This is an optimization exercise on Yosys and OpenROAD, whose aim is a short achievable clock period and few clock cycles per item, not a production implementation. Where RTL was checked, it was by simulation tests only, not by an equivalence proof against the original. No functional check of the RTL was part of run 1. No run shown here takes its clock network from TritonCTS; it comes from the design's own scripts or RTL. The flow treats the clock pin as an ideal source. Dropping or thinning the clock tree relies on that and would not hold on a real chip. Power is estimated from default activity; no workload was simulated.

## flow/constraint.sdc

```tcl
create_clock -name core_clock -period 8.0 [get_ports {clk}]
set_input_delay 1.6000 -clock core_clock [delete_from_list [all_inputs] [get_ports {clk}]]
set_output_delay 1.6000 -clock core_clock [all_outputs]
set_load 0.01 [all_outputs]
```

## flow/standard.sh

```bash
#!/bin/bash
# synth_recipe.tcl (not shown) runs the flow's synth.tcl, then flattens the netlist and writes it again
# the make line also repeats each setting of config.mk as NAME=value (left out here)
make -C /OpenROAD-flow-scripts/flow DESIGN_CONFIG=/design/flow/config.mk WORK_HOME=/design/flow/orfs CLKGATE_MAP_FILE= SYNTH_SCRIPT=/design/flow/synth_recipe.tcl "${@:-finish}"
```

## flow/design.v

```verilog
module dnp3_tx (
    input  wire        clk,
    input  wire        rst,
    input  wire        cmd_valid,
    output wire        cmd_ready,
    input  wire [7:0]  cmd_plen,    
    input  wire [7:0]  cmd_ctrl,    
    input  wire [15:0] cmd_dst,     
    input  wire [15:0] cmd_src,     
    input  wire        in_valid,
    output wire        in_ready,
    input  wire [31:0] in_data,
    output wire        out_valid,
    input  wire        out_ready,
    output wire [31:0] out_data,
    output wire        out_last,
    output reg         done_valid,
    output reg  [3:0]  done_err,
    output reg  [8:0]  done_len
);
    localparam [3:0] E_OK      = 4'd0,
                     E_LENGTH  = 4'd1,
                     E_RANGE   = 4'd6,
                     E_BADFNC  = 4'd8,
                     E_ADDRESS = 4'd9;
    localparam IFD = 4;               
    localparam IQA = 1;               
    localparam IQD = 1 << IQA;
    localparam PFA = 3;               
    localparam PFD = 1 << PFA;        
    function [15:0] crc_s1;
        input [15:0] x;
        begin
            crc_s1[0] = x[3] ^ x[4] ^ x[5] ^ x[8];
            crc_s1[1] = x[0] ^ x[4] ^ x[5] ^ x[6] ^ x[9];
            crc_s1[2] = x[0] ^ x[1] ^ x[5] ^ x[6] ^ x[7] ^ x[10];
            crc_s1[3] = x[0] ^ x[1] ^ x[2] ^ x[3] ^ x[4] ^ x[5] ^ x[6] ^ x[7] ^ x[11];
            crc_s1[4] = x[0] ^ x[1] ^ x[2] ^ x[6] ^ x[7] ^ x[12];
            crc_s1[5] = x[1] ^ x[2] ^ x[4] ^ x[5] ^ x[7] ^ x[13];
            crc_s1[6] = x[0] ^ x[2] ^ x[4] ^ x[6] ^ x[14];
            crc_s1[7] = x[1] ^ x[3] ^ x[5] ^ x[7] ^ x[15];
            crc_s1[8] = x[2] ^ x[3] ^ x[5] ^ x[6];
            crc_s1[9] = x[0] ^ x[3] ^ x[4] ^ x[6] ^ x[7];
            crc_s1[10] = x[0] ^ x[1] ^ x[3] ^ x[7];
            crc_s1[11] = x[1] ^ x[2] ^ x[3] ^ x[5];
            crc_s1[12] = x[0] ^ x[2] ^ x[3] ^ x[4] ^ x[6];
            crc_s1[13] = x[0] ^ x[1] ^ x[3] ^ x[4] ^ x[5] ^ x[7];
            crc_s1[14] = x[1] ^ x[2] ^ x[3] ^ x[6];
            crc_s1[15] = x[2] ^ x[3] ^ x[4] ^ x[7];
        end
    endfunction
    function [15:0] crc_d1;
        input [7:0] x;
        begin
            crc_d1[0] = x[3] ^ x[4] ^ x[5];
            crc_d1[1] = x[0] ^ x[4] ^ x[5] ^ x[6];
            crc_d1[2] = x[0] ^ x[1] ^ x[5] ^ x[6] ^ x[7];
            crc_d1[3] = x[0] ^ x[1] ^ x[2] ^ x[3] ^ x[4] ^ x[5] ^ x[6] ^ x[7];
            crc_d1[4] = x[0] ^ x[1] ^ x[2] ^ x[6] ^ x[7];
            crc_d1[5] = x[1] ^ x[2] ^ x[4] ^ x[5] ^ x[7];
            crc_d1[6] = x[0] ^ x[2] ^ x[4] ^ x[6];
            crc_d1[7] = x[1] ^ x[3] ^ x[5] ^ x[7];
            crc_d1[8] = x[2] ^ x[3] ^ x[5] ^ x[6];
            crc_d1[9] = x[0] ^ x[3] ^ x[4] ^ x[6] ^ x[7];
            crc_d1[10] = x[0] ^ x[1] ^ x[3] ^ x[7];
            crc_d1[11] = x[1] ^ x[2] ^ x[3] ^ x[5];
            crc_d1[12] = x[0] ^ x[2] ^ x[3] ^ x[4] ^ x[6];
            crc_d1[13] = x[0] ^ x[1] ^ x[3] ^ x[4] ^ x[5] ^ x[7];
            crc_d1[14] = x[1] ^ x[2] ^ x[3] ^ x[6];
            crc_d1[15] = x[2] ^ x[3] ^ x[4] ^ x[7];
        end
    endfunction
    function [15:0] crc_s2;
        input [15:0] x;
        begin
            crc_s2[0] = x[1] ^ x[5] ^ x[6] ^ x[7] ^ x[11] ^ x[12] ^ x[13];
            crc_s2[1] = x[0] ^ x[2] ^ x[6] ^ x[7] ^ x[8] ^ x[12] ^ x[13] ^ x[14];
            crc_s2[2] = x[0] ^ x[1] ^ x[3] ^ x[7] ^ x[8] ^ x[9] ^ x[13] ^ x[14] ^ x[15];
            crc_s2[3] = x[0] ^ x[2] ^ x[4] ^ x[5] ^ x[6] ^ x[7] ^ x[8] ^ x[9] ^ x[10] ^ x[11] ^ x[12] ^ x[13] ^ x[14] ^ x[15];
            crc_s2[4] = x[3] ^ x[8] ^ x[9] ^ x[10] ^ x[14] ^ x[15];
            crc_s2[5] = x[1] ^ x[4] ^ x[5] ^ x[6] ^ x[7] ^ x[9] ^ x[10] ^ x[12] ^ x[13] ^ x[15];
            crc_s2[6] = x[0] ^ x[1] ^ x[2] ^ x[8] ^ x[10] ^ x[12] ^ x[14];
            crc_s2[7] = x[1] ^ x[2] ^ x[3] ^ x[9] ^ x[11] ^ x[13] ^ x[15];
            crc_s2[8] = x[0] ^ x[1] ^ x[2] ^ x[3] ^ x[4] ^ x[5] ^ x[6] ^ x[7] ^ x[10] ^ x[11] ^ x[13] ^ x[14];
            crc_s2[9] = x[0] ^ x[1] ^ x[2] ^ x[3] ^ x[4] ^ x[5] ^ x[6] ^ x[7] ^ x[8] ^ x[11] ^ x[12] ^ x[14] ^ x[15];
            crc_s2[10] = x[2] ^ x[3] ^ x[4] ^ x[8] ^ x[9] ^ x[11] ^ x[15];
            crc_s2[11] = x[0] ^ x[1] ^ x[3] ^ x[4] ^ x[6] ^ x[7] ^ x[9] ^ x[10] ^ x[11] ^ x[13];
            crc_s2[12] = x[1] ^ x[2] ^ x[4] ^ x[5] ^ x[7] ^ x[8] ^ x[10] ^ x[11] ^ x[12] ^ x[14];
            crc_s2[13] = x[0] ^ x[2] ^ x[3] ^ x[5] ^ x[6] ^ x[8] ^ x[9] ^ x[11] ^ x[12] ^ x[13] ^ x[15];
            crc_s2[14] = x[3] ^ x[4] ^ x[5] ^ x[9] ^ x[10] ^ x[11] ^ x[14];
            crc_s2[15] = x[0] ^ x[4] ^ x[5] ^ x[6] ^ x[10] ^ x[11] ^ x[12] ^ x[15];
        end
    endfunction
    function [15:0] crc_d2;
        input [15:0] x;
        begin
            crc_d2[0] = x[1] ^ x[5] ^ x[6] ^ x[7] ^ x[11] ^ x[12] ^ x[13];
            crc_d2[1] = x[0] ^ x[2] ^ x[6] ^ x[7] ^ x[8] ^ x[12] ^ x[13] ^ x[14];
            crc_d2[2] = x[0] ^ x[1] ^ x[3] ^ x[7] ^ x[8] ^ x[9] ^ x[13] ^ x[14] ^ x[15];
            crc_d2[3] = x[0] ^ x[2] ^ x[4] ^ x[5] ^ x[6] ^ x[7] ^ x[8] ^ x[9] ^ x[10] ^ x[11] ^ x[12] ^ x[13] ^ x[14] ^ x[15];
            crc_d2[4] = x[3] ^ x[8] ^ x[9] ^ x[10] ^ x[14] ^ x[15];
            crc_d2[5] = x[1] ^ x[4] ^ x[5] ^ x[6] ^ x[7] ^ x[9] ^ x[10] ^ x[12] ^ x[13] ^ x[15];
            crc_d2[6] = x[0] ^ x[1] ^ x[2] ^ x[8] ^ x[10] ^ x[12] ^ x[14];
            crc_d2[7] = x[1] ^ x[2] ^ x[3] ^ x[9] ^ x[11] ^ x[13] ^ x[15];
            crc_d2[8] = x[0] ^ x[1] ^ x[2] ^ x[3] ^ x[4] ^ x[5] ^ x[6] ^ x[7] ^ x[10] ^ x[11] ^ x[13] ^ x[14];
            crc_d2[9] = x[0] ^ x[1] ^ x[2] ^ x[3] ^ x[4] ^ x[5] ^ x[6] ^ x[7] ^ x[8] ^ x[11] ^ x[12] ^ x[14] ^ x[15];
            crc_d2[10] = x[2] ^ x[3] ^ x[4] ^ x[8] ^ x[9] ^ x[11] ^ x[15];
            crc_d2[11] = x[0] ^ x[1] ^ x[3] ^ x[4] ^ x[6] ^ x[7] ^ x[9] ^ x[10] ^ x[11] ^ x[13];
            crc_d2[12] = x[1] ^ x[2] ^ x[4] ^ x[5] ^ x[7] ^ x[8] ^ x[10] ^ x[11] ^ x[12] ^ x[14];
            crc_d2[13] = x[0] ^ x[2] ^ x[3] ^ x[5] ^ x[6] ^ x[8] ^ x[9] ^ x[11] ^ x[12] ^ x[13] ^ x[15];
            crc_d2[14] = x[3] ^ x[4] ^ x[5] ^ x[9] ^ x[10] ^ x[11] ^ x[14];
            crc_d2[15] = x[0] ^ x[4] ^ x[5] ^ x[6] ^ x[10] ^ x[11] ^ x[12] ^ x[15];
        end
    endfunction
    function [15:0] crc_s3;
        input [15:0] x;
        begin
            crc_s3[0] = x[4] ^ x[5] ^ x[6] ^ x[7] ^ x[9] ^ x[13] ^ x[14] ^ x[15];
            crc_s3[1] = x[5] ^ x[6] ^ x[7] ^ x[8] ^ x[10] ^ x[14] ^ x[15];
            crc_s3[2] = x[6] ^ x[7] ^ x[8] ^ x[9] ^ x[11] ^ x[15];
            crc_s3[3] = x[0] ^ x[4] ^ x[5] ^ x[6] ^ x[8] ^ x[10] ^ x[12] ^ x[13] ^ x[14] ^ x[15];
            crc_s3[4] = x[0] ^ x[1] ^ x[4] ^ x[11];
            crc_s3[5] = x[0] ^ x[1] ^ x[2] ^ x[4] ^ x[6] ^ x[7] ^ x[9] ^ x[12] ^ x[13] ^ x[14] ^ x[15];
            crc_s3[6] = x[1] ^ x[2] ^ x[3] ^ x[4] ^ x[6] ^ x[8] ^ x[9] ^ x[10];
            crc_s3[7] = x[0] ^ x[2] ^ x[3] ^ x[4] ^ x[5] ^ x[7] ^ x[9] ^ x[10] ^ x[11];
            crc_s3[8] = x[0] ^ x[1] ^ x[3] ^ x[7] ^ x[8] ^ x[9] ^ x[10] ^ x[11] ^ x[12] ^ x[13] ^ x[14] ^ x[15];
            crc_s3[9] = x[1] ^ x[2] ^ x[4] ^ x[8] ^ x[9] ^ x[10] ^ x[11] ^ x[12] ^ x[13] ^ x[14] ^ x[15];
            crc_s3[10] = x[2] ^ x[3] ^ x[4] ^ x[6] ^ x[7] ^ x[10] ^ x[11] ^ x[12];
            crc_s3[11] = x[0] ^ x[3] ^ x[6] ^ x[8] ^ x[9] ^ x[11] ^ x[12] ^ x[14] ^ x[15];
            crc_s3[12] = x[0] ^ x[1] ^ x[4] ^ x[7] ^ x[9] ^ x[10] ^ x[12] ^ x[13] ^ x[15];
            crc_s3[13] = x[1] ^ x[2] ^ x[5] ^ x[8] ^ x[10] ^ x[11] ^ x[13] ^ x[14];
            crc_s3[14] = x[2] ^ x[3] ^ x[4] ^ x[5] ^ x[7] ^ x[11] ^ x[12] ^ x[13];
            crc_s3[15] = x[3] ^ x[4] ^ x[5] ^ x[6] ^ x[8] ^ x[12] ^ x[13] ^ x[14];
        end
    endfunction
    function [15:0] crc_d3;
        input [23:0] x;
        begin
            crc_d3[0] = x[4] ^ x[5] ^ x[6] ^ x[7] ^ x[9] ^ x[13] ^ x[14] ^ x[15] ^ x[19] ^ x[20] ^ x[21];
            crc_d3[1] = x[5] ^ x[6] ^ x[7] ^ x[8] ^ x[10] ^ x[14] ^ x[15] ^ x[16] ^ x[20] ^ x[21] ^ x[22];
            crc_d3[2] = x[6] ^ x[7] ^ x[8] ^ x[9] ^ x[11] ^ x[15] ^ x[16] ^ x[17] ^ x[21] ^ x[22] ^ x[23];
            crc_d3[3] = x[0] ^ x[4] ^ x[5] ^ x[6] ^ x[8] ^ x[10] ^ x[12] ^ x[13] ^ x[14] ^ x[15] ^ x[16] ^ x[17] ^ x[18] ^ x[19] ^ x[20] ^ x[21] ^ x[22] ^ x[23];
            crc_d3[4] = x[0] ^ x[1] ^ x[4] ^ x[11] ^ x[16] ^ x[17] ^ x[18] ^ x[22] ^ x[23];
            crc_d3[5] = x[0] ^ x[1] ^ x[2] ^ x[4] ^ x[6] ^ x[7] ^ x[9] ^ x[12] ^ x[13] ^ x[14] ^ x[15] ^ x[17] ^ x[18] ^ x[20] ^ x[21] ^ x[23];
            crc_d3[6] = x[1] ^ x[2] ^ x[3] ^ x[4] ^ x[6] ^ x[8] ^ x[9] ^ x[10] ^ x[16] ^ x[18] ^ x[20] ^ x[22];
            crc_d3[7] = x[0] ^ x[2] ^ x[3] ^ x[4] ^ x[5] ^ x[7] ^ x[9] ^ x[10] ^ x[11] ^ x[17] ^ x[19] ^ x[21] ^ x[23];
            crc_d3[8] = x[0] ^ x[1] ^ x[3] ^ x[7] ^ x[8] ^ x[9] ^ x[10] ^ x[11] ^ x[12] ^ x[13] ^ x[14] ^ x[15] ^ x[18] ^ x[19] ^ x[21] ^ x[22];
            crc_d3[9] = x[1] ^ x[2] ^ x[4] ^ x[8] ^ x[9] ^ x[10] ^ x[11] ^ x[12] ^ x[13] ^ x[14] ^ x[15] ^ x[16] ^ x[19] ^ x[20] ^ x[22] ^ x[23];
            crc_d3[10] = x[2] ^ x[3] ^ x[4] ^ x[6] ^ x[7] ^ x[10] ^ x[11] ^ x[12] ^ x[16] ^ x[17] ^ x[19] ^ x[23];
            crc_d3[11] = x[0] ^ x[3] ^ x[6] ^ x[8] ^ x[9] ^ x[11] ^ x[12] ^ x[14] ^ x[15] ^ x[17] ^ x[18] ^ x[19] ^ x[21];
            crc_d3[12] = x[0] ^ x[1] ^ x[4] ^ x[7] ^ x[9] ^ x[10] ^ x[12] ^ x[13] ^ x[15] ^ x[16] ^ x[18] ^ x[19] ^ x[20] ^ x[22];
            crc_d3[13] = x[1] ^ x[2] ^ x[5] ^ x[8] ^ x[10] ^ x[11] ^ x[13] ^ x[14] ^ x[16] ^ x[17] ^ x[19] ^ x[20] ^ x[21] ^ x[23];
            crc_d3[14] = x[2] ^ x[3] ^ x[4] ^ x[5] ^ x[7] ^ x[11] ^ x[12] ^ x[13] ^ x[17] ^ x[18] ^ x[19] ^ x[22];
            crc_d3[15] = x[3] ^ x[4] ^ x[5] ^ x[6] ^ x[8] ^ x[12] ^ x[13] ^ x[14] ^ x[18] ^ x[19] ^ x[20] ^ x[23];
        end
    endfunction
    function [15:0] crc_s4;
        input [15:0] x;
        begin
            crc_s4[0] = x[1] ^ x[2] ^ x[3] ^ x[4] ^ x[5] ^ x[12] ^ x[13] ^ x[14] ^ x[15];
            crc_s4[1] = x[2] ^ x[3] ^ x[4] ^ x[5] ^ x[6] ^ x[13] ^ x[14] ^ x[15];
            crc_s4[2] = x[3] ^ x[4] ^ x[5] ^ x[6] ^ x[7] ^ x[14] ^ x[15];
            crc_s4[3] = x[0] ^ x[1] ^ x[2] ^ x[3] ^ x[6] ^ x[7] ^ x[8] ^ x[12] ^ x[13] ^ x[14];
            crc_s4[4] = x[5] ^ x[7] ^ x[8] ^ x[9] ^ x[12];
            crc_s4[5] = x[0] ^ x[1] ^ x[2] ^ x[3] ^ x[4] ^ x[5] ^ x[6] ^ x[8] ^ x[9] ^ x[10] ^ x[12] ^ x[14] ^ x[15];
            crc_s4[6] = x[0] ^ x[6] ^ x[7] ^ x[9] ^ x[10] ^ x[11] ^ x[12] ^ x[14];
            crc_s4[7] = x[0] ^ x[1] ^ x[7] ^ x[8] ^ x[10] ^ x[11] ^ x[12] ^ x[13] ^ x[15];
            crc_s4[8] = x[3] ^ x[4] ^ x[5] ^ x[8] ^ x[9] ^ x[11] ^ x[15];
            crc_s4[9] = x[0] ^ x[4] ^ x[5] ^ x[6] ^ x[9] ^ x[10] ^ x[12];
            crc_s4[10] = x[2] ^ x[3] ^ x[4] ^ x[6] ^ x[7] ^ x[10] ^ x[11] ^ x[12] ^ x[14] ^ x[15];
            crc_s4[11] = x[1] ^ x[2] ^ x[7] ^ x[8] ^ x[11] ^ x[14];
            crc_s4[12] = x[2] ^ x[3] ^ x[8] ^ x[9] ^ x[12] ^ x[15];
            crc_s4[13] = x[3] ^ x[4] ^ x[9] ^ x[10] ^ x[13];
            crc_s4[14] = x[0] ^ x[1] ^ x[2] ^ x[3] ^ x[10] ^ x[11] ^ x[12] ^ x[13] ^ x[15];
            crc_s4[15] = x[0] ^ x[1] ^ x[2] ^ x[3] ^ x[4] ^ x[11] ^ x[12] ^ x[13] ^ x[14];
        end
    endfunction
    function [15:0] crc_d4;
        input [31:0] x;
        begin
            crc_d4[0] = x[1] ^ x[2] ^ x[3] ^ x[4] ^ x[5] ^ x[12] ^ x[13] ^ x[14] ^ x[15] ^ x[17] ^ x[21] ^ x[22] ^ x[23] ^ x[27] ^ x[28] ^ x[29];
            crc_d4[1] = x[2] ^ x[3] ^ x[4] ^ x[5] ^ x[6] ^ x[13] ^ x[14] ^ x[15] ^ x[16] ^ x[18] ^ x[22] ^ x[23] ^ x[24] ^ x[28] ^ x[29] ^ x[30];
            crc_d4[2] = x[3] ^ x[4] ^ x[5] ^ x[6] ^ x[7] ^ x[14] ^ x[15] ^ x[16] ^ x[17] ^ x[19] ^ x[23] ^ x[24] ^ x[25] ^ x[29] ^ x[30] ^ x[31];
            crc_d4[3] = x[0] ^ x[1] ^ x[2] ^ x[3] ^ x[6] ^ x[7] ^ x[8] ^ x[12] ^ x[13] ^ x[14] ^ x[16] ^ x[18] ^ x[20] ^ x[21] ^ x[22] ^ x[23] ^ x[24] ^ x[25] ^ x[26] ^ x[27] ^ x[28] ^ x[29] ^ x[30] ^ x[31];
            crc_d4[4] = x[5] ^ x[7] ^ x[8] ^ x[9] ^ x[12] ^ x[19] ^ x[24] ^ x[25] ^ x[26] ^ x[30] ^ x[31];
            crc_d4[5] = x[0] ^ x[1] ^ x[2] ^ x[3] ^ x[4] ^ x[5] ^ x[6] ^ x[8] ^ x[9] ^ x[10] ^ x[12] ^ x[14] ^ x[15] ^ x[17] ^ x[20] ^ x[21] ^ x[22] ^ x[23] ^ x[25] ^ x[26] ^ x[28] ^ x[29] ^ x[31];
            crc_d4[6] = x[0] ^ x[6] ^ x[7] ^ x[9] ^ x[10] ^ x[11] ^ x[12] ^ x[14] ^ x[16] ^ x[17] ^ x[18] ^ x[24] ^ x[26] ^ x[28] ^ x[30];
            crc_d4[7] = x[0] ^ x[1] ^ x[7] ^ x[8] ^ x[10] ^ x[11] ^ x[12] ^ x[13] ^ x[15] ^ x[17] ^ x[18] ^ x[19] ^ x[25] ^ x[27] ^ x[29] ^ x[31];
            crc_d4[8] = x[3] ^ x[4] ^ x[5] ^ x[8] ^ x[9] ^ x[11] ^ x[15] ^ x[16] ^ x[17] ^ x[18] ^ x[19] ^ x[20] ^ x[21] ^ x[22] ^ x[23] ^ x[26] ^ x[27] ^ x[29] ^ x[30];
            crc_d4[9] = x[0] ^ x[4] ^ x[5] ^ x[6] ^ x[9] ^ x[10] ^ x[12] ^ x[16] ^ x[17] ^ x[18] ^ x[19] ^ x[20] ^ x[21] ^ x[22] ^ x[23] ^ x[24] ^ x[27] ^ x[28] ^ x[30] ^ x[31];
            crc_d4[10] = x[2] ^ x[3] ^ x[4] ^ x[6] ^ x[7] ^ x[10] ^ x[11] ^ x[12] ^ x[14] ^ x[15] ^ x[18] ^ x[19] ^ x[20] ^ x[24] ^ x[25] ^ x[27] ^ x[31];
            crc_d4[11] = x[1] ^ x[2] ^ x[7] ^ x[8] ^ x[11] ^ x[14] ^ x[16] ^ x[17] ^ x[19] ^ x[20] ^ x[22] ^ x[23] ^ x[25] ^ x[26] ^ x[27] ^ x[29];
            crc_d4[12] = x[2] ^ x[3] ^ x[8] ^ x[9] ^ x[12] ^ x[15] ^ x[17] ^ x[18] ^ x[20] ^ x[21] ^ x[23] ^ x[24] ^ x[26] ^ x[27] ^ x[28] ^ x[30];
            crc_d4[13] = x[3] ^ x[4] ^ x[9] ^ x[10] ^ x[13] ^ x[16] ^ x[18] ^ x[19] ^ x[21] ^ x[22] ^ x[24] ^ x[25] ^ x[27] ^ x[28] ^ x[29] ^ x[31];
            crc_d4[14] = x[0] ^ x[1] ^ x[2] ^ x[3] ^ x[10] ^ x[11] ^ x[12] ^ x[13] ^ x[15] ^ x[19] ^ x[20] ^ x[21] ^ x[25] ^ x[26] ^ x[27] ^ x[30];
            crc_d4[15] = x[0] ^ x[1] ^ x[2] ^ x[3] ^ x[4] ^ x[11] ^ x[12] ^ x[13] ^ x[14] ^ x[16] ^ x[20] ^ x[21] ^ x[22] ^ x[26] ^ x[27] ^ x[28] ^ x[31];
        end
    endfunction
    function [15:0] crc_ha;
        input [39:0] x;
        begin
            crc_ha[0] = x[3] ^ x[5] ^ x[9] ^ x[10] ^ x[11] ^ x[12] ^ x[13] ^ x[20] ^ x[21] ^ x[22] ^ x[23] ^ x[25] ^ x[29] ^ x[30] ^ x[31] ^ x[35] ^ x[36] ^ x[37] ^ 1'b1;
            crc_ha[1] = x[0] ^ x[4] ^ x[6] ^ x[10] ^ x[11] ^ x[12] ^ x[13] ^ x[14] ^ x[21] ^ x[22] ^ x[23] ^ x[24] ^ x[26] ^ x[30] ^ x[31] ^ x[32] ^ x[36] ^ x[37] ^ x[38];
            crc_ha[2] = x[0] ^ x[1] ^ x[5] ^ x[7] ^ x[11] ^ x[12] ^ x[13] ^ x[14] ^ x[15] ^ x[22] ^ x[23] ^ x[24] ^ x[25] ^ x[27] ^ x[31] ^ x[32] ^ x[33] ^ x[37] ^ x[38] ^ x[39];
            crc_ha[3] = x[1] ^ x[2] ^ x[3] ^ x[5] ^ x[6] ^ x[8] ^ x[9] ^ x[10] ^ x[11] ^ x[14] ^ x[15] ^ x[16] ^ x[20] ^ x[21] ^ x[22] ^ x[24] ^ x[26] ^ x[28] ^ x[29] ^ x[30] ^ x[31] ^ x[32] ^ x[33] ^ x[34] ^ x[35] ^ x[36] ^ x[37] ^ x[38] ^ x[39];
            crc_ha[4] = x[2] ^ x[4] ^ x[5] ^ x[6] ^ x[7] ^ x[13] ^ x[15] ^ x[16] ^ x[17] ^ x[20] ^ x[27] ^ x[32] ^ x[33] ^ x[34] ^ x[38] ^ x[39];
            crc_ha[5] = x[6] ^ x[7] ^ x[8] ^ x[9] ^ x[10] ^ x[11] ^ x[12] ^ x[13] ^ x[14] ^ x[16] ^ x[17] ^ x[18] ^ x[20] ^ x[22] ^ x[23] ^ x[25] ^ x[28] ^ x[29] ^ x[30] ^ x[31] ^ x[33] ^ x[34] ^ x[36] ^ x[37] ^ x[39];
            crc_ha[6] = x[3] ^ x[5] ^ x[7] ^ x[8] ^ x[14] ^ x[15] ^ x[17] ^ x[18] ^ x[19] ^ x[20] ^ x[22] ^ x[24] ^ x[25] ^ x[26] ^ x[32] ^ x[34] ^ x[36] ^ x[38] ^ 1'b1;
            crc_ha[7] = x[4] ^ x[6] ^ x[8] ^ x[9] ^ x[15] ^ x[16] ^ x[18] ^ x[19] ^ x[20] ^ x[21] ^ x[23] ^ x[25] ^ x[26] ^ x[27] ^ x[33] ^ x[35] ^ x[37] ^ x[39] ^ 1'b1;
            crc_ha[8] = x[0] ^ x[3] ^ x[7] ^ x[11] ^ x[12] ^ x[13] ^ x[16] ^ x[17] ^ x[19] ^ x[23] ^ x[24] ^ x[25] ^ x[26] ^ x[27] ^ x[28] ^ x[29] ^ x[30] ^ x[31] ^ x[34] ^ x[35] ^ x[37] ^ x[38];
            crc_ha[9] = x[0] ^ x[1] ^ x[4] ^ x[8] ^ x[12] ^ x[13] ^ x[14] ^ x[17] ^ x[18] ^ x[20] ^ x[24] ^ x[25] ^ x[26] ^ x[27] ^ x[28] ^ x[29] ^ x[30] ^ x[31] ^ x[32] ^ x[35] ^ x[36] ^ x[38] ^ x[39];
            crc_ha[10] = x[1] ^ x[2] ^ x[3] ^ x[10] ^ x[11] ^ x[12] ^ x[14] ^ x[15] ^ x[18] ^ x[19] ^ x[20] ^ x[22] ^ x[23] ^ x[26] ^ x[27] ^ x[28] ^ x[32] ^ x[33] ^ x[35] ^ x[39] ^ 1'b1;
            crc_ha[11] = x[2] ^ x[4] ^ x[5] ^ x[9] ^ x[10] ^ x[15] ^ x[16] ^ x[19] ^ x[22] ^ x[24] ^ x[25] ^ x[27] ^ x[28] ^ x[30] ^ x[31] ^ x[33] ^ x[34] ^ x[35] ^ x[37] ^ 1'b1;
            crc_ha[12] = x[3] ^ x[5] ^ x[6] ^ x[10] ^ x[11] ^ x[16] ^ x[17] ^ x[20] ^ x[23] ^ x[25] ^ x[26] ^ x[28] ^ x[29] ^ x[31] ^ x[32] ^ x[34] ^ x[35] ^ x[36] ^ x[38];
            crc_ha[13] = x[0] ^ x[4] ^ x[6] ^ x[7] ^ x[11] ^ x[12] ^ x[17] ^ x[18] ^ x[21] ^ x[24] ^ x[26] ^ x[27] ^ x[29] ^ x[30] ^ x[32] ^ x[33] ^ x[35] ^ x[36] ^ x[37] ^ x[39] ^ 1'b1;
            crc_ha[14] = x[1] ^ x[3] ^ x[7] ^ x[8] ^ x[9] ^ x[10] ^ x[11] ^ x[18] ^ x[19] ^ x[20] ^ x[21] ^ x[23] ^ x[27] ^ x[28] ^ x[29] ^ x[33] ^ x[34] ^ x[35] ^ x[38] ^ 1'b1;
            crc_ha[15] = x[2] ^ x[4] ^ x[8] ^ x[9] ^ x[10] ^ x[11] ^ x[12] ^ x[19] ^ x[20] ^ x[21] ^ x[22] ^ x[24] ^ x[28] ^ x[29] ^ x[30] ^ x[34] ^ x[35] ^ x[36] ^ x[39];
        end
    endfunction
    function [15:0] crc_hb;
        input [7:0] x;
        begin
            crc_hb[0] = x[0] ^ x[1] ^ x[4] ^ x[6] ^ x[7];
            crc_hb[1] = x[0] ^ x[1] ^ x[2] ^ x[5] ^ x[7];
            crc_hb[2] = x[0] ^ x[1] ^ x[2] ^ x[3] ^ x[6];
            crc_hb[3] = x[2] ^ x[3] ^ x[6];
            crc_hb[4] = x[1] ^ x[3] ^ x[6];
            crc_hb[5] = x[0] ^ x[1] ^ x[2] ^ x[6];
            crc_hb[6] = x[0] ^ x[2] ^ x[3] ^ x[4] ^ x[6];
            crc_hb[7] = x[0] ^ x[1] ^ x[3] ^ x[4] ^ x[5] ^ x[7];
            crc_hb[8] = x[0] ^ x[2] ^ x[5] ^ x[7];
            crc_hb[9] = x[1] ^ x[3] ^ x[6];
            crc_hb[10] = x[0] ^ x[1] ^ x[2] ^ x[6];
            crc_hb[11] = x[2] ^ x[3] ^ x[4] ^ x[6];
            crc_hb[12] = x[0] ^ x[3] ^ x[4] ^ x[5] ^ x[7];
            crc_hb[13] = x[0] ^ x[1] ^ x[4] ^ x[5] ^ x[6];
            crc_hb[14] = x[2] ^ x[4] ^ x[5];
            crc_hb[15] = x[0] ^ x[3] ^ x[5] ^ x[6];
        end
    endfunction
    function [3:0] header_err;
        input [7:0]  c;
        input [15:0] dst;
        input [15:0] src;
        reg          fnc_ok, fcv_req;
        begin
            fnc_ok  = c[6] ? (c[3:0] == 4'd0 || c[3:0] == 4'd1 || c[3:0] == 4'd2 ||
                              c[3:0] == 4'd3 || c[3:0] == 4'd4 || c[3:0] == 4'd9)
                           : (c[3:0] == 4'd0 || c[3:0] == 4'd1 || c[3:0] == 4'd11);
            fcv_req = (c[3:0] == 4'd2) || (c[3:0] == 4'd3);
            if (!fnc_ok)                        header_err = E_BADFNC;
            else if (c[6] && (c[4] != fcv_req)) header_err = E_RANGE;
            else if (!c[6] && c[5])             header_err = E_RANGE;
            else if (src == 16'hFFFF)           header_err = E_ADDRESS;
            else if (dst == src)                header_err = E_ADDRESS;
            else                                header_err = E_OK;
        end
    endfunction
    reg rst_r;
    always @(posedge clk) rst_r <= rst;
    wire rst_any = rst | rst_r;
    reg        cmd_ready_r;
    reg        c1_v;
    reg [7:0]  c1_p, c1_c;
    reg [15:0] c1_d, c1_s;
    assign cmd_ready = cmd_ready_r;
    always @(posedge clk) begin
        c1_v <= !rst && cmd_valid && cmd_ready_r;
        c1_p <= cmd_plen;
        c1_c <= cmd_ctrl;
        c1_d <= cmd_dst;
        c1_s <= cmd_src;
    end
    wire        c1_w    = c1_v && !rst_r;
    wire [7:0]  c1_len  = c1_p + 8'd5;
    wire [4:0]  c1_pblk = {1'b0, c1_p[7:4]} + {4'd0, (c1_p[3:0] != 4'd0)};
    wire [8:0]  c1_p10  = {1'b0, c1_p} + 9'd10;      
    wire [3:0]  c1_err  = (c1_p > 8'd250) ? E_LENGTH : header_err(c1_c, c1_d, c1_s);
    wire        c1_ok   = (c1_err == E_OK);
    wire [6:0]  c1_nb   = {1'b0, c1_p[7:2]} + {6'd0, (c1_p[1:0] != 2'd0)};
    wire [15:0] c1_hs   = crc_ha({c1_s, c1_d, c1_c}) ^ crc_hb(c1_len);    
    reg [93:0]  iq_mem [0:IQD-1];
    reg [IQA-1:0] iq_wr, iq_rd;
    reg [IQA:0] iq_cnt;
    reg [IQA:0] iq_free;              
    reg         iq_ne;
    wire        iq_pop;
    always @(posedge clk) begin
        if (c1_w)
            iq_mem[iq_wr] <= {c1_hs, c1_s, c1_d, c1_c, c1_len, (c1_p == 8'd0), c1_nb, c1_ok,
                              c1_err, c1_p10, c1_pblk, 1'b0, c1_p[1:0]};
    end
    wire [IQA:0] iq_free_n = iq_free - {{IQA{1'b0}}, c1_v} + {{IQA{1'b0}}, iq_pop};
    wire [IQA:0] iq_cnt_n  = iq_cnt + {{IQA{1'b0}}, c1_w} - {{IQA{1'b0}}, iq_pop};
    always @(posedge clk) begin
        if (rst_r) begin
            iq_wr  <= {IQA{1'b0}};
            iq_rd  <= {IQA{1'b0}};
            iq_cnt <= {(IQA+1){1'b0}};
            iq_ne  <= 1'b0;
        end else begin
            if (c1_w) iq_wr <= iq_wr + 1'b1;
            if (iq_pop) iq_rd <= iq_rd + 1'b1;
            iq_cnt <= iq_cnt_n;
            iq_ne  <= (iq_cnt_n != 0);
        end
        if (rst_any) begin
            iq_free     <= IQD;
            cmd_ready_r <= 1'b1;
        end else begin
            iq_free     <= iq_free_n;
            cmd_ready_r <= (iq_free_n > {{IQA{1'b0}}, cmd_ready_r});
        end
    end
    reg        in_ready_r;
    reg        i1_v;
    reg [31:0] i1_d;
    assign in_ready = in_ready_r;
    always @(posedge clk) begin
        i1_v <= !rst && in_valid && in_ready_r;
        i1_d <= in_data;
    end
    reg [31:0] if_mem [0:IFD-1];
    reg [1:0]  if_wr, if_rd;
    reg        if_ne;
    reg [2:0]  if_cnt;
    reg [2:0]  if_free;               
    wire       if_pop;
    wire [2:0] if_cnt_n  = if_cnt + {2'd0, i1_v} - {2'd0, if_pop};
    wire [2:0] if_free_n = if_free - {2'd0, i1_v} + {2'd0, if_pop};
    always @(posedge clk) begin
        if (i1_v) if_mem[if_wr] <= i1_d;
        if (rst_r) begin
            if_wr <= 2'd0; if_rd <= 2'd0; if_cnt <= 3'd0; if_ne <= 1'b0;
        end else begin
            if (i1_v) if_wr <= if_wr + 2'd1;
            if (if_pop) if_rd <= if_rd + 2'd1;
            if_cnt <= if_cnt_n;
            if_ne  <= (if_cnt_n != 3'd0);
        end
        if (rst_any) begin
            if_free    <= IFD;
            in_ready_r <= 1'b1;
        end else begin
            if_free    <= if_free_n;
            in_ready_r <= (if_free_n > {2'd0, in_ready_r});
        end
    end
    wire [93:0] iq_h     = iq_mem[iq_rd];
    wire [15:0] iqh_hs   = iq_h[93:78];
    wire [15:0] iqh_src  = iq_h[77:62];
    wire [15:0] iqh_dst  = iq_h[61:46];
    wire [7:0]  iqh_ctrl = iq_h[45:38];
    wire [7:0]  iqh_len  = iq_h[37:30];
    wire        iqh_zp   = iq_h[29];
    wire [6:0]  iqh_nb   = iq_h[28:22];
    wire        iqh_ok   = iq_h[21];
    wire [3:0]  iqh_err  = iq_h[20:17];
    wire [8:0]  iqh_p10  = iq_h[16:8];
    wire [5:0]  iqh_pb2  = iq_h[7:2];
    wire [1:0]  iqh_pm   = iq_h[1:0];
    localparam [1:0] IP_CMD = 2'd0, IP_HDR = 2'd1, IP_PAY = 2'd2;
    reg  [1:0]  ip;
    reg         cur_ok, cur_last;
    reg  [6:0]  cur_rem;
    reg  [3:0]  cur_err;
    reg  [8:0]  cur_tlen;
    reg  [1:0]  cur_pm, cur_bib;
    reg  [PFD-1:0] pf_cred;           
    wire        cred_ok = pf_cred[0];
    wire pf_pop;
    wire go_cmd  = (ip == IP_CMD) && iq_ne && cred_ok;
    wire go_hdr  = (ip == IP_HDR) && cred_ok;
    wire beat    = (ip == IP_PAY) && if_ne && (!cur_ok || cred_ok);
    wire issue   = (go_cmd && iqh_ok) || go_hdr || (beat && cur_ok);
    wire ld_cur  = (go_cmd && !iqh_ok) || go_hdr;
    assign iq_pop = ld_cur;
    assign if_pop = beat;
    wire [31:0] if_h = if_mem[if_rd];
    reg         s2_v, s2_hdr, s2_first, s2_end, s2_last;
    reg  [1:0]  s2_k;                 
    reg  [31:0] s2_d;
    reg  [15:0] s2_hs;
    always @(posedge clk) begin
        s2_hs <= iqh_hs;
        case (ip)
            IP_CMD: begin
                s2_d     <= {iqh_ctrl, iqh_len, 8'h64, 8'h05};
                s2_hdr   <= 1'b1;
                s2_first <= 1'b1;
                s2_end   <= 1'b0;
                s2_last  <= 1'b0;
                s2_k     <= 2'd0;
            end
            IP_HDR: begin
                s2_d     <= {iqh_src, iqh_dst};
                s2_hdr   <= 1'b1;
                s2_first <= 1'b1;
                s2_end   <= 1'b1;
                s2_last  <= iqh_zp;
                s2_k     <= 2'd0;
            end
            default: begin
                s2_d     <= if_h;
                s2_hdr   <= 1'b0;
                s2_first <= (cur_bib == 2'd0);
                s2_end   <= (cur_bib == 2'd3) || cur_last;
                s2_last  <= cur_last;
                s2_k     <= cur_last ? cur_pm : 2'd0;
            end
        endcase
        if (rst_r) begin
            ip      <= IP_CMD;
            s2_v    <= 1'b0;
            pf_cred <= {PFD{1'b1}};
        end else begin
            s2_v    <= issue;
            if (issue && !pf_pop)
                pf_cred <= {1'b0, pf_cred[PFD-1:1]};
            else if (pf_pop && !issue)
                pf_cred <= {pf_cred[PFD-2:0], 1'b1};
            if (go_cmd)
                ip <= iqh_ok ? IP_HDR : ((iqh_nb == 7'd0) ? IP_CMD : IP_PAY);
            else if (go_hdr)
                ip <= iqh_zp ? IP_CMD : IP_PAY;
            else if (beat && cur_last)
                ip <= IP_CMD;
        end
        if (ld_cur) begin
            cur_ok   <= iqh_ok;
            cur_rem  <= iqh_nb;
            cur_last <= (iqh_nb == 7'd1);
            cur_err  <= iqh_err;
            cur_tlen <= iqh_ok ? (iqh_p10 + {3'd0, iqh_pb2}) : 9'd0;
            cur_pm   <= iqh_pm;
            cur_bib  <= 2'd0;
        end else if (beat) begin
            cur_rem  <= cur_rem - 7'd1;
            cur_last <= (cur_rem == 7'd2);
            cur_bib  <= cur_bib + 2'd1;
        end
        if (rst_any)
            done_valid <= 1'b0;
        else
            done_valid <= (go_cmd && !iqh_ok && iqh_nb == 7'd0) || (go_hdr && iqh_zp) ||
                          (beat && cur_last);
        done_err <= (ip == IP_PAY) ? cur_err  : iqh_err;
        done_len <= (ip == IP_PAY) ? cur_tlen : ((ip == IP_HDR) ? 9'd10 : 9'd0);
    end
    reg         s3_v, s3_first, s3_end, s3_last;
    reg  [1:0]  s3_k;
    reg  [31:0] s3_d;
    reg  [15:0] s3_dx;
    always @(posedge clk) begin
        s3_v     <= s2_v && !rst_r;
        s3_first <= s2_first;
        s3_end   <= s2_end;
        s3_last  <= s2_last;
        s3_k     <= s2_k;
        s3_d     <= s2_d;
        if (s2_hdr)
            s3_dx <= s2_hs;
        else case (s2_k)
            2'd1:    s3_dx <= crc_d1(s2_d[7:0]);
            2'd2:    s3_dx <= crc_d2(s2_d[15:0]);
            2'd3:    s3_dx <= crc_d3(s2_d[23:0]);
            default: s3_dx <= crc_d4(s2_d);
        endcase
    end
    reg  [15:0] acc;
    reg         s4_v, s4_end, s4_last;
    reg  [1:0]  s4_k;
    reg  [31:0] s4_d;
    wire [15:0] acc_in = s3_first ? 16'd0 : acc;
    reg  [15:0] acc_s;
    always @(*) begin
        case (s3_k)
            2'd1:    acc_s = crc_s1(acc_in);
            2'd2:    acc_s = crc_s2(acc_in);
            2'd3:    acc_s = crc_s3(acc_in);
            default: acc_s = crc_s4(acc_in);
        endcase
    end
    always @(posedge clk) begin
        s4_v    <= s3_v && !rst_r;
        s4_end  <= s3_end;
        s4_last <= s3_last;
        s4_k    <= s3_k;
        s4_d    <= s3_d;
        if (s3_v) acc <= acc_s ^ s3_dx;
    end
    wire [15:0] crc_o = ~acc;
    reg  [49:0] chunk;
    always @(*) begin
        if (!s4_end)
            chunk = {1'b0, 1'b0, 16'd0, s4_d};
        else if (!s4_last)
            chunk = {1'b0, 1'b1, crc_o, s4_d};
        else case (s4_k)
            2'd1:    chunk = {1'b1, 1'b0, 24'd0, crc_o, s4_d[7:0]};
            2'd2:    chunk = {1'b1, 1'b0, 16'd0, crc_o, s4_d[15:0]};
            2'd3:    chunk = {1'b1, 1'b1, 8'd0,  crc_o, s4_d[23:0]};
            default: chunk = {1'b1, 1'b1,        crc_o, s4_d};
        endcase
    end
    reg         s5_v;
    reg  [49:0] s5_c;
    always @(posedge clk) begin
        s5_v <= s4_v && !rst_r;
        s5_c <= chunk;
    end
    reg  [49:0]  pf_mem [0:PFD-1];
    reg  [PFD-1:0] pf_wr, pf_rd1;     
    reg  [PFD-1:0] pf_cnt;            
    wire         pf_hv = pf_cnt[0];                  
    wire         pf_c0 = !pf_cnt[0];                 
    wire         pf_c1 = pf_cnt[0] && !pf_cnt[1];    
    reg  [49:0]  pf_h;
    wire         pf_push = s5_v;
    reg  [49:0]  pf_nx;
    integer      j;
    always @(*) begin
        pf_nx = 50'd0;
        for (j = 0; j < PFD; j = j + 1)
            pf_nx = pf_nx | (pf_rd1[j] ? pf_mem[j] : 50'd0);
    end
    always @(posedge clk) begin
        for (j = 0; j < PFD; j = j + 1)
            if (pf_push && pf_wr[j]) pf_mem[j] <= s5_c;
        if (pf_push && (pf_pop ? pf_c1 : pf_c0))
            pf_h <= s5_c;
        else if (pf_pop)
            pf_h <= pf_nx;
        if (rst_r) begin
            pf_wr  <= {{(PFD-1){1'b0}}, 1'b1};
            pf_rd1 <= {{(PFD-2){1'b0}}, 2'b10};
            pf_cnt <= {PFD{1'b0}};
        end else begin
            if (pf_push) pf_wr  <= {pf_wr[PFD-2:0], pf_wr[PFD-1]};
            if (pf_pop)  pf_rd1 <= {pf_rd1[PFD-2:0], pf_rd1[PFD-1]};
            if (pf_push && !pf_pop)
                pf_cnt <= {pf_cnt[PFD-2:0], 1'b1};
            else if (pf_pop && !pf_push)
                pf_cnt <= {1'b0, pf_cnt[PFD-1:1]};
        end
    end
    reg         pc2, pc4;   
    reg         pl;         
    reg  [31:0] pend;
    reg         up_rdy;     
    wire        take    = up_rdy && !pc4 && pf_hv;
    wire        emit    = (up_rdy && pc4) || take;
    wire        ck_last = pf_h[49];
    wire        ck_wide = pf_h[48];
    assign pf_pop = take;
    wire [31:0] e_d = pc4 ? pend : (pc2 ? {pf_h[15:0], pend[15:0]} : pf_h[31:0]);
    wire        e_l = pc4 ? pl : (ck_last && !pc2 && !ck_wide);
    always @(posedge clk) begin
        if (take)
            pend <= pc2 ? pf_h[47:16] : {16'd0, pf_h[47:32]};
        if (rst_r) begin
            pc2 <= 1'b0;
            pc4 <= 1'b0;
            pl  <= 1'b0;
        end else if (up_rdy && pc4) begin
            pc4 <= 1'b0;
        end else if (take) begin
            if (ck_last) begin
                pc2 <= 1'b0;
                pc4 <= pc2 || ck_wide;
                pl  <= 1'b1;
            end else begin
                pc2 <= pc2 ^ ck_wide;
                pc4 <= pc2 & ck_wide;
                pl  <= 1'b0;
            end
        end
    end
    reg         o_v, k_v;
    reg  [32:0] o_q, o_hd, k_q;
    assign out_valid = o_v;
    assign out_data  = o_q[31:0];
    assign out_last  = o_q[32];
    wire        o_free = !o_v || out_ready;
    wire [32:0] o_new  = k_v ? k_q : {e_l, e_d};
    always @(posedge clk) begin
        if (o_free)
            o_hd <= o_new;
        if (rst_any)
            o_q <= 33'd0;
        else
            o_q <= o_free ? o_new : o_hd;
        if (!k_v)
            k_q <= {e_l, e_d};
        if (rst_any) begin
            o_v    <= 1'b0;
            k_v    <= 1'b0;
            up_rdy <= 1'b0;
        end else begin
            o_v    <= !o_free || k_v || emit;
            k_v    <= !o_free && (k_v || emit);
            up_rdy <= !(!o_free && (k_v || emit));
        end
    end
endmodule
```

## flow/flow/mcts.tcl

```tcl
set mcts_leaf  [expr {[info exists ::env(MCTS_LEAF)] ? $::env(MCTS_LEAF) : 24}]
set mcts_roots [expr {[info exists ::env(MCTS_ROOTS)] ? $::env(MCTS_ROOTS) : 4}]
set mcts_db    [ord::get_db]
set mcts_block [ord::get_db_block]
set mcts_clk   [$mcts_block findNet clk]
set mcts_buf   [$mcts_db findMaster sky130_fd_sc_hd__clkbuf_16]

proc mcts_center {inst} {
  set bb [$inst getBBox]
  return [list [expr {([$bb xMin] + [$bb xMax]) / 2}] [expr {([$bb yMin] + [$bb yMax]) / 2}]]
}

# split a list of {x y item} into k groups of near-equal size, compact:
# recursive bisection across the longer side of the group's bounding box
proc mcts_split {items k} {
  set n [llength $items]
  if {$k <= 1 || $n <= 1} { return [list $items] }
  set xs {}; set ys {}
  foreach it $items { lappend xs [lindex $it 0]; lappend ys [lindex $it 1] }
  set w [expr {[tcl::mathfunc::max {*}$xs] - [tcl::mathfunc::min {*}$xs]}]
  set h [expr {[tcl::mathfunc::max {*}$ys] - [tcl::mathfunc::min {*}$ys]}]
  set axis [expr {$w >= $h ? 0 : 1}]
  set sorted [lsort -integer -index $axis $items]
  set k1 [expr {$k / 2}]
  set n1 [expr {int(round(double($n) * $k1 / $k))}]
  return [concat [mcts_split [lrange $sorted 0 [expr {$n1 - 1}]] $k1] \
                 [mcts_split [lrange $sorted $n1 end] [expr {$k - $k1}]]]
}

proc mcts_centroid {items} {
  set sx 0; set sy 0
  foreach it $items { incr sx [lindex $it 0]; incr sy [lindex $it 1] }
  set n [llength $items]
  return [list [expr {$sx / $n}] [expr {$sy / $n}]]
}

# Place each flip-flop that drives an output port's buffer next to that
# buffer, so its output wire is short; detailed placement legalizes them.
set mcts_moved 0
if {![info exists ::env(MCTS_MOVE_OUT)] || $::env(MCTS_MOVE_OUT)} {
  foreach bt [$mcts_block getBTerms] {
    if {[$bt getIoType] != "OUTPUT"} { continue }
    set net [$bt getNet]
    if {$net == "NULL" || $net == ""} { continue }
    set drv ""
    foreach it [$net getITerms] { if {[$it isOutputSignal]} { set drv $it } }
    if {$drv == ""} { continue }
    set buf [$drv getInst]
    set ff ""
    foreach it [$buf getITerms] {
      if {[$it isInputSignal]} {
        set n2 [$it getNet]
        if {$n2 == "NULL" || $n2 == ""} { continue }
        foreach it2 [$n2 getITerms] { if {[$it2 isOutputSignal]} { set ff [$it2 getInst] } }
      }
    }
    if {$ff == ""} { continue }
    if {![string match "*__*df*" [[$ff getMaster] getName]]} { continue }
    set loc [$buf getLocation]
    $ff setLocation [lindex $loc 0] [lindex $loc 1]
    incr mcts_moved
  }
}
puts "mcts: moved $mcts_moved output flip-flops next to their port buffers"

set mcts_sinks {}
foreach it [$mcts_clk getITerms] {
  lappend mcts_sinks [concat [mcts_center [$it getInst]] [list $it]]
}
set mcts_n [llength $mcts_sinks]
set mcts_k [expr {int(ceil(double($mcts_n) / $mcts_leaf))}]
puts "mcts: $mcts_n sinks, $mcts_k leaf buffers, $mcts_roots root buffers"

set mcts_leaves {}
set li 0
foreach grp [mcts_split $mcts_sinks $mcts_k] {
  set c [mcts_centroid $grp]
  set inst [odb::dbInst_create $mcts_block $mcts_buf "mcts_leaf_$li"]
  set w [[$inst getMaster] getWidth]
  $inst setLocation [expr {[lindex $c 0] - $w / 2}] [lindex $c 1]
  $inst setPlacementStatus PLACED
  set net [odb::dbNet_create $mcts_block "mcts_l$li"]
  $net setSigType CLOCK
  [$inst findITerm X] connect $net
  foreach s $grp {
    set it [lindex $s 2]
    $it disconnect
    $it connect $net
  }
  lappend mcts_leaves [list [lindex $c 0] [lindex $c 1] $inst]
  incr li
}

set ri 0
foreach grp [mcts_split $mcts_leaves $mcts_roots] {
  set c [mcts_centroid $grp]
  set inst [odb::dbInst_create $mcts_block $mcts_buf "mcts_root_$ri"]
  set w [[$inst getMaster] getWidth]
  $inst setLocation [expr {[lindex $c 0] - $w / 2}] [lindex $c 1]
  $inst setPlacementStatus PLACED
  set net [odb::dbNet_create $mcts_block "mcts_r$ri"]
  $net setSigType CLOCK
  [$inst findITerm X] connect $net
  [$inst findITerm A] connect $mcts_clk
  foreach l $grp {
    [[lindex $l 2] findITerm A] connect $net
  }
  incr ri
}
$mcts_clk setSigType CLOCK

# the tree is built: the flow's call to TritonCTS does nothing else
rename clock_tree_synthesis mcts_unused_cts
proc clock_tree_synthesis {args} {
  puts "mcts: clock tree built by hand; TritonCTS skipped"
  set_propagated_clock [all_clocks]
}
```

## flow/flow/run.sh

```bash
#!/bin/bash
# The standard layout (standard.sh), with three changes to how it is made:
#  - the setup repair aims further below the clock period (SETUP_SLACK_MARGIN),
#  - the ports are buffered with buf_4 cells,
#  - the clock tree is built by flow/mcts.tcl (a balanced two-level tree of
#    clkbuf_16 cells: four root buffers on the clock port, each driving the
#    leaf buffers of its part of the die) in place of TritonCTS; it also
#    places each flip-flop that drives an output port next to its port buffer.
# The whole ORFS output goes to standard.log in this folder.
set -e
here=$(pwd)
export SETUP_SLACK_MARGIN=6
export BUFFER_PORTS_ARGS="-buffer_cell sky130_fd_sc_hd__buf_4"
export PRE_CTS_TCL=$here/flow/mcts.tcl
export MCTS_LEAF=26
export MCTS_ROOTS=4
bash standard.sh > standard.log 2>&1
```

## flow/config.mk

```make
export PLATFORM = sky130hd
export DESIGN_NAME = dnp3_tx
export DESIGN_NICKNAME = dnp3_tx
export VERILOG_FILES = /design/flow/design.v
export SDC_FILE = /design/flow/constraint.sdc
export NUM_CORES = 4
export LEC_CHECK = 0
export ABC_CLOCK_PERIOD_IN_PS = 2500
export CAP_MARGIN = 20
export CORE_MARGIN = 2
export CORE_UTILIZATION = 55
export PLACE_DENSITY = 0.65
export SLEW_MARGIN = 20
```

==> results.sh, run 1 <==
export IMPL_status="complete, no violations"
export IMPL_worst_setup_path_start_kind="flip-flop"
export IMPL_firstDrtPassIters=6
export IMPL_fin_setup_tns_ns=0
export IMPL_synth_seq_cells=1288
export IMPL_p_leak_nw=22.84
export IMPL_drv_slew=0
export IMPL_synthTopCellsByCount="831 x edfxtp_1, 502 x xnor2_1, 457 x dfxtp_1"
export IMPL_synth_edff_count=831
export IMPL_final_min_clock_period_ns=2.664
export IMPL_vdd_ir_drop_worst_mv=0.2980
export IMPL_finalCritPeriodShare=0.3330
export IMPL_fp_dieW_um=312.3
export IMPL_dp_cells=4864
export IMPL_syn2layout_area_growth_pct=21.99
export IMPL_arrival_ns=1.06
export IMPL_core_area_sq_mm=0.09459
export IMPL_io_pins=135
export IMPL_seq_area_sq_mm=0.03441
export IMPL_crit_type="reg -> out"
export IMPL_clock_skew_ns=0.03335
export IMPL_crit_family="flip-flops"
export IMPL_worstHoldPathType="reg -> reg"
export IMPL_hold_buffers=0
export IMPL_drc=0
export IMPL_syn_inst=3646
export IMPL_grt_first_pass_wirelength_um=204000
export IMPL_layout_nets=4160
export IMPL_multi_input_area_sq_mm=0.02081
export IMPL_required_ns=6.40
export IMPL_place_congestion=0.9051
export IMPL_cap_violations=0
export IMPL_vias_per_cell=5.847
export IMPL_use_met3=0.01732
export IMPL_synth_largest_area_cell="edfxtp_1"
export IMPL_die_height_um=312.3
export IMPL_slew_headroom=0.3151
export IMPL_yosysUniqueCellTypes=65
export IMPL_fmax_mhz=375.4
export IMPL_ys_flop_type="edfxtp_1"
export IMPL_drive_gt1_frac=0.3264
export IMPL_yosysTopAreaCellShare=0.4773
export IMPL_grt_max_degree=68
export IMPL_critPathCaptureType="primary output"
export IMPL_drt_total_wl_um=142700
export IMPL_crit_buf_inv=2
export IMPL_track_usage=0.2787
export IMPL_p_per_area_mw_per_mm2=343.7
export IMPL_wire_per_inst_um=26.97
export IMPL_hold_viol=0
export IMPL_grt_pass1_vias=31020
export IMPL_yosys_cell_count_top_type="edfxtp_1"
export IMPL_place_area_sq_mm=0.05517
export IMPL_hpwl_um=82820
export IMPL_tightest_slew_ns=1.027
export IMPL_fin_area_sq_mm=0.06378
export IMPL_clkTransAtPathRegs_ns=0.12
export IMPL_placementRows=113
export IMPL_postRouteAntennaNets=0
export IMPL_yosysSeqAreaShare=0.6523
export IMPL_insertion_delay_ns=0.47
export IMPL_grt_busiest_layer="met2"
export IMPL_start_util=0.5527
export IMPL_io_buffers=134
export IMPL_first_iter_violations=3381
export IMPL_yosysWarnings=2
export IMPL_critPathMaxFanout=2
export IMPL_synth_area_leaders="edfxtp_1 48%, dfxtp_1 17%, xnor2_1 8.4%, xor2_1 2.7%, mux4_2 2.4%"
export IMPL_use_met1=0.3709
export IMPL_antenna_found_initial=4
export IMPL_finalSetupViolCount=0
export IMPL_path_cells="buf_8, buf_6"
export IMPL_synth_area_sq_mm=0.05228
export IMPL_rsz0062_at_grt="true"
export IMPL_grt_overflow=0
export IMPL_fill_cells=6429
export IMPL_vias=30940
export IMPL_synth_nets=3778
export IMPL_final_cells=5292
export IMPL_syn_avg_cell_area_sq_um=14.34
export IMPL_grt_util_met2=0.4937
export IMPL_slowest_delay_ns=0.35
export IMPL_dieArea_sq_mm=0.09753
export IMPL_slowest_stage="dfxtp_2"
export IMPL_synthArstFlopShare=0
## worst paths after layout
check / start / to / slack, ns / depth (start not counted)
worst max-delay path: in_ready_r$_SDFF_PP1_ / in_ready / 5.34 / 2
worst min-delay path: s3_d[20]$_DFF_P_ / s4_d[20]$_DFF_P_ / 0.32 / 0
worst max register to register: ip[1]$_SDFFE_PP0P_ / cmd_ready_r$_SDFF_PP1_ / 5.40 / 11
worst min register to register: s3_d[20]$_DFF_P_ / s4_d[20]$_DFF_P_ / 0.32 / 0
## cells in the final DEF, fill, tap and decap left out, types with 89 or more instances in the layout
| cell | n |
|---|---|
| buf_6 | 124 |
| dfxtp_1 | 317 |
| nand2_1 | 177 |
| xor2_1 | 101 |
| edfxtp_1 | 831 |
| xnor2_1 | 339 |
| nor2_1 | 181 |
| buf_4 | 330 |
| a22o_1 | 109 |
| a221oi_1 | 100 |
| xnor2_2 | 124 |
| dfxtp_2 | 89 |
## layout make-up
| type | instances | share of cell area |
|---|---|---|
| Antenna cell | 1 | 0.00003924 |
| Buffer | 54 | 0.02119 |
| Inverter | 57 | 0.004120 |
| Multi-Input combinational cell | 2100 | 0.3263 |
| Sequential cell | 1288 | 0.5395 |
| Tap cell | 1265 | 0.02482 |
| Timing Repair Buffer | 526 | 0.08397 |
| Timing Repair inverter | 1 | 0.0001373 |
## registers in the layout, indices dropped and copies added (netlist names), 32 cells and up, named ones only
| signal | flops |
|---|---|
| s2_d | 32 |
| pf_h | 50 |
| o_q | 33 |
| k_q | 33 |
| o_hd | 33 |
| pend | 32 |
| pf_mem | 400 |
| if_mem | 128 |
| s3_d | 32 |
| i1_d | 32 |
| s4_d | 32 |
| s5_c | 50 |
| iq_mem | 182 |
## where the power goes
part	leakage [nW]	switching, mW	internal, mW
registers	11.4	0.728	8.01
logic	10.8	4.80	5.32
clock network	0.665	1.84	1.21
total	22.8	7.37	14.5
## cells by family after synthesis
family                     share of synthesized area
adders and majority gates                    0.01168
and+or+nand+nor                              0.04832
buffers and inverters                        0.02257
DFF                                           0.6523
AOI/OAI and AO/OA                            0.07075
xor gates and xnor gates                      0.1347
muxes                                        0.05962
## worst register-to-register path: stages, from the launching register on
cell	delay, ns
dfxtp_4	0.39
buf_12	0.13
nor4b_4	0.28
nand2_2	0.14
nand2_8	0.11
inv_6	0.07
ha_4	0.27
inv_2	0.04
ha_4	0.25
inv_2	0.03
ha_1	0.27
o211ai_1	0.46
## metrics by stage
step                      setup WS [ns]  utilization  power [mW]  hold WS (ns)
after floorplan                   5.435            -       14.50        0.3096
after global placement            4.718       0.5832       16.27        0.3106
after detailed placement          4.662       0.5833       16.31        0.3121
after CTS                         5.316       0.6559       21.11        0.3181
after global routing              5.294       0.6742       22.76        0.3244
final                             5.336       0.6743       21.92        0.3180
## routing by layer
layer  up-vias  routed length [um]
met2      1216               73150
met5         -                  26
met3       194                8041
met4         4                4941
li1      13830                   -
met1     15700               56550
## what timing repair did
item | CTS | global route
resized for setup | 637 | 165
setup buffers | 262 | 83
pin swaps | 176 | 159
cloned | 19 | 9
setup endpoints to repair | 596 | 481
==> run 2: changes to the inputs <==
--- a/flow/design.v
+++ b/flow/design.v
@@ -26,7 +26,7 @@
     localparam IFD = 4;               
     localparam IQA = 1;               
     localparam IQD = 1 << IQA;
-    localparam PFA = 3;               
+    localparam PFA = 4;               
     localparam PFD = 1 << PFA;        
     function [15:0] crc_s1;
         input [15:0] x;
@@ -259,11 +259,12 @@
     reg rst_r;
     always @(posedge clk) rst_r <= rst;
     wire rst_any = rst | rst_r;
-    reg        cmd_ready_r;
+    reg        cmd_ready_r;           
+    reg        cmd_ready_p;           
     reg        c1_v;
     reg [7:0]  c1_p, c1_c;
     reg [15:0] c1_d, c1_s;
-    assign cmd_ready = cmd_ready_r;
+    assign cmd_ready = cmd_ready_p;
     always @(posedge clk) begin
         c1_v <= !rst && cmd_valid && cmd_ready_r;
         c1_p <= cmd_plen;
@@ -307,15 +308,18 @@
         if (rst_any) begin
             iq_free     <= IQD;
             cmd_ready_r <= 1'b1;
+            cmd_ready_p <= 1'b1;
         end else begin
             iq_free     <= iq_free_n;
             cmd_ready_r <= (iq_free_n > {{IQA{1'b0}}, cmd_ready_r});
+            cmd_ready_p <= (iq_free_n > {{IQA{1'b0}}, cmd_ready_p});
         end
     end
-    reg        in_ready_r;
+    reg        in_ready_r;            
+    reg        in_ready_p;            
     reg        i1_v;
     reg [31:0] i1_d;
-    assign in_ready = in_ready_r;
+    assign in_ready = in_ready_p;
     always @(posedge clk) begin
         i1_v <= !rst && in_valid && in_ready_r;
         i1_d <= in_data;
@@ -341,9 +345,11 @@
         if (rst_any) begin
             if_free    <= IFD;
             in_ready_r <= 1'b1;
+            in_ready_p <= 1'b1;
         end else begin
             if_free    <= if_free_n;
             in_ready_r <= (if_free_n > {2'd0, in_ready_r});
+            in_ready_p <= (if_free_n > {2'd0, in_ready_p});
         end
     end
     wire [93:0] iq_h     = iq_mem[iq_rd];
@@ -577,8 +583,9 @@
         end
     end
     reg         o_v, k_v;
+    reg         o_vp;                 
     reg  [32:0] o_q, o_hd, k_q;
-    assign out_valid = o_v;
+    assign out_valid = o_vp;
     assign out_data  = o_q[31:0];
     assign out_last  = o_q[32];
     wire        o_free = !o_v || out_ready;
@@ -594,10 +601,12 @@
             k_q <= {e_l, e_d};
         if (rst_any) begin
             o_v    <= 1'b0;
+            o_vp   <= 1'b0;
             k_v    <= 1'b0;
             up_rdy <= 1'b0;
         end else begin
             o_v    <= !o_free || k_v || emit;
+            o_vp   <= (o_vp && !out_ready) || k_v || emit;
             k_v    <= !o_free && (k_v || emit);
             up_rdy <= !(!o_free && (k_v || emit));
         end
--- a/flow/flow/run.sh
+++ b/flow/flow/run.sh
@@ -12,6 +12,6 @@
 export SETUP_SLACK_MARGIN=6
 export BUFFER_PORTS_ARGS="-buffer_cell sky130_fd_sc_hd__buf_4"
 export PRE_CTS_TCL=$here/flow/mcts.tcl
-export MCTS_LEAF=26
+export MCTS_LEAF=22
 export MCTS_ROOTS=4
 bash standard.sh > standard.log 2>&1
==> run 2 against run 1 <==
Compared with the run above:
- still clean
- cell area rose by 26%
- sequential power up 33%
- first-iteration DRC count grew 34%
- combinational power is essentially flat
- global-route usage up 1.6 points
- routed wire length rose by 35%
- power rose by 21%
- core utilization shrank 1.4 points
- fmax is 2.1% higher
- synthesized cell count increased by 23%
- clock power is 45% higher
- critical endpoint is now done_err[2]
- largest cell class unchanged
==> results.sh, run 2 <==
export IMPL_final_min_clock_period_ns=2.610
export IMPL_crit_type="reg -> out"
export IMPL_ys_flop_type="edfxtp_1"
export IMPL_place_congestion=0.8988
export IMPL_hold_buffers=0
export IMPL_fill_cells=8447
export IMPL_p_per_area_mw_per_mm2=327.8
export IMPL_grt_first_pass_wirelength_um=271400
export IMPL_slowest_stage="dfxtp_2"
export IMPL_die_height_um=355.0
export IMPL_fin_area_sq_mm=0.08063
export IMPL_synth_area_leaders="edfxtp_1 55%, dfxtp_1 15%, xnor2_1 6.6%, a22oi_1 3.0%, mux4_2 2.0%"
export IMPL_postRouteAntennaNets=0
export IMPL_tightest_slew_ns=1.105
export IMPL_status="complete, no violations"
export IMPL_grt_pass1_vias=38910
export IMPL_yosysUniqueCellTypes=74
export IMPL_io_buffers=134
export IMPL_fin_total_pwr_mw=26.43
export IMPL_antenna_found_initial=7
export IMPL_most_common_layout_cells="1231 x edfxtp_1, 352 x xnor2_1, 339 x dfxtp_1"
export IMPL_fmax_mhz=383.2
export IMPL_firstDrtPassIters=6
export IMPL_final_core_util=0.6607
export IMPL_synthArstFlopShare=0
export IMPL_worst_setup_path_start_kind="flip-flop"
export IMPL_crit_buf_inv=1
export IMPL_cap_violations=0
export IMPL_synth_edff_count=1231
export IMPL_critPathCaptureType="primary output"
export IMPL_arrival_ns=1.01
export IMPL_drc=0
export IMPL_synth_area_sq_mm=0.06775
export IMPL_crit_family="flip-flops"
export IMPL_fp_dieW_um=355.0
export IMPL_grt_overflow=0
export IMPL_syn_avg_cell_area_sq_um=15.14
export IMPL_path_cells="buf_6"
export IMPL_syn2layout_area_growth_pct=19.01
export IMPL_drv_slew=0
export IMPL_slew_headroom=0.2631
export IMPL_start_util=0.5551
export IMPL_setup_ws_ns=5.390
export IMPL_core_area_sq_mm=0.1220
export IMPL_placementRows=128
export IMPL_p_leak_nw=27.86
export IMPL_synth_seq_cells=1723
export IMPL_dp_cells=6018
export IMPL_vias=39700
export IMPL_io_pins=135
export IMPL_clkTransAtPathRegs_ns=0.11
export IMPL_dieArea_sq_mm=0.1260
export IMPL_rsz0062_at_grt="true"
export IMPL_clock_skew_ns=0.04978
export IMPL_hpwl_um=105800
export IMPL_yosysWarnings=2
export IMPL_wire_per_inst_um=29.69
export IMPL_hold_viol=0
export IMPL_layout_nets=4983
export IMPL_worstHoldPathType="reg -> reg"
export IMPL_first_iter_violations=4536
export IMPL_final_common_cell="edfxtp_1"
export IMPL_drt_total_wl_um=192200
export IMPL_required_ns=6.40
export IMPL_vdd_ir_drop_worst_mv=0.4744
export IMPL_regMostFlops="pf_mem"
export IMPL_hold_ws_ns=0.3076
export IMPL_vias_per_cell=6.132
export IMPL_slowest_delay_ns=0.36
export IMPL_synthTopCellsByCount="1231 x edfxtp_1, 510 x xnor2_1, 492 x dfxtp_1"
export IMPL_finalCritPeriodShare=0.3262
export IMPL_drive_gt1_frac=0.2919
export IMPL_yosysSeqAreaShare=0.6910
export IMPL_final_cells=6474
export IMPL_largest_reg_flops=800
export IMPL_grt_max_degree=89
export IMPL_syn_inst=4475
export IMPL_critPathMaxFanout=2
export IMPL_place_area_sq_mm=0.07101
export IMPL_synth_nets=4609
export IMPL_synth_largest_area_cell="edfxtp_1"
export IMPL_finalSetupViolCount=0
export IMPL_largestRegisters="pf_mem: 800 flops, iq_mem: 182 flops, if_mem: 128 flops"
export IMPL_post_place_ws_ns=4.639
export IMPL_yosysTopAreaCellShare=0.5456
export IMPL_fin_setup_tns_ns=0
export IMPL_yosys_cell_count_top_type="edfxtp_1"
export IMPL_track_usage=0.2942
export IMPL_insertion_delay_ns=0.58
[run 2: changes by cell type after synthesis, moves of 30 or more]
cell      delta
edfxtp_1   +400
a22oi_1    +264
nand4_1     +74
clkbuf_1    +54
a31oi_1     -51
o22a_1      +49
a22o_1      -37
dfxtp_1     +35
nand2_1     +30
[run 2: logic make-up (layout without fill, tap and decap cells)]
kind of cell               after synthesis  after routing  share of synthesized area
muxes                                  256            256                    0.05088
and+or+nand+nor                        676            693                    0.04761
AOI/OAI and AO/OA                      715            715                    0.07624
other                                    0              2                          0
DFF                                   1723           1723                     0.6910
xor gates and xnor gates               712            713                     0.1044
adders and majority gates               49             49                   0.009382
buffers and inverters                  344            698                    0.02050
[run 2: final timing paths]
check,startpoint,endpoint,slack [ns],cells after the start
setup / recovery,done_err[2]$_DFF_P_,done_err[2],5.39,1
hold / removal,s3_d[18]$_DFF_P_,s4_d[18]$_DFF_P_,0.31,0
setup reg to reg,acc[4]$_DFFE_PP_,acc[12]$_DFFE_PP_,5.51,7
hold reg to reg,s3_d[18]$_DFF_P_,s4_d[18]$_DFF_P_,0.31,0
[run 2: report_power, final]
group | total [mW] | leakage, nW | internal [mW] | switching [mW]
Sequential | 11.6 | 15.3 | 10.7 | 0.947
Clock | 4.41 | 1.02 | 1.82 | 2.58
Combinational | 10.4 | 11.5 | 5.40 | 4.99
[run 2: layout make-up]
| type | count | area (sq um) | area share |
|---|---|---|---|
| sequential | 1723 | 47180 | 0.5852 |
| multi-input combinational | 2426 | 23310 | 0.2891 |
| timing repair buffer | 546 | 5697 | 0.07066 |
| buffer | 83 | 2077 | 0.02576 |
| tap | 1625 | 2033 | 0.02522 |
| inverter | 68 | 317.8 | 0.003942 |
| timing repair inverter | 1 | 8.758 | 0.0001086 |
| antenna | 2 | 5.005 | 0.00006207 |
[run 2: per-layer routing]
metal | GRT usage | vias to the layer above | share of wire
met2 | 0.5062 | 1843 | 0.50
met3 | 0.03051 | 361 | 0.074
li1 | - | 17220 | -
met5 | 0 | - | 0.00029
met4 | 0.1066 | 8 | 0.047
met1 | 0.3901 | 20270 | 0.38
[run 2: repair_timing]
action	CTS	global route
buffers inserted	262	82
endpoints found under the setup margin	1353	446
gates cloned	24	3
pin swaps	157	128
resized for setup	666	212
Testbench counts of run 2, summed over its fixed seeds: cycles 12,115, frames 320.

==> static timing again, ports no longer ideal <==
In the flow no input, the clock included, has a driving cell. The finished layouts below were timed again as built, in two steps. Step 1 assumes that a clkbuf_16 drives the clock port and a buf_2 every other input. Step 2, shift: input delay + t, output delay - t, t = (earliest + latest rising clock arrival at the registers) / 2. This alone moves slack from input paths to output paths. a / b / c = no drivers / after step 1 / after step 2; a / b = the first two.
| run | t (ns) | slack for setup (ns) | worst setup path after step 2 | worst data-port slew with drivers (ns) | pins driven straight from the clock port |
|---|---|---|---|---|---|
| run 1 | 0.607 | 5.336 / 5.181 / 5.344 | input to register | 0.06 | 4 |
| run 2 | 0.721 | 5.390 / 5.221 / 5.372 | input to register | 0.09 | 4 |
After both steps setup and hold are still met in every run listed. For run 2, which loses most, drivers alone change the setup slack by -0.169 ns; drivers and shift together by -0.018 ns.
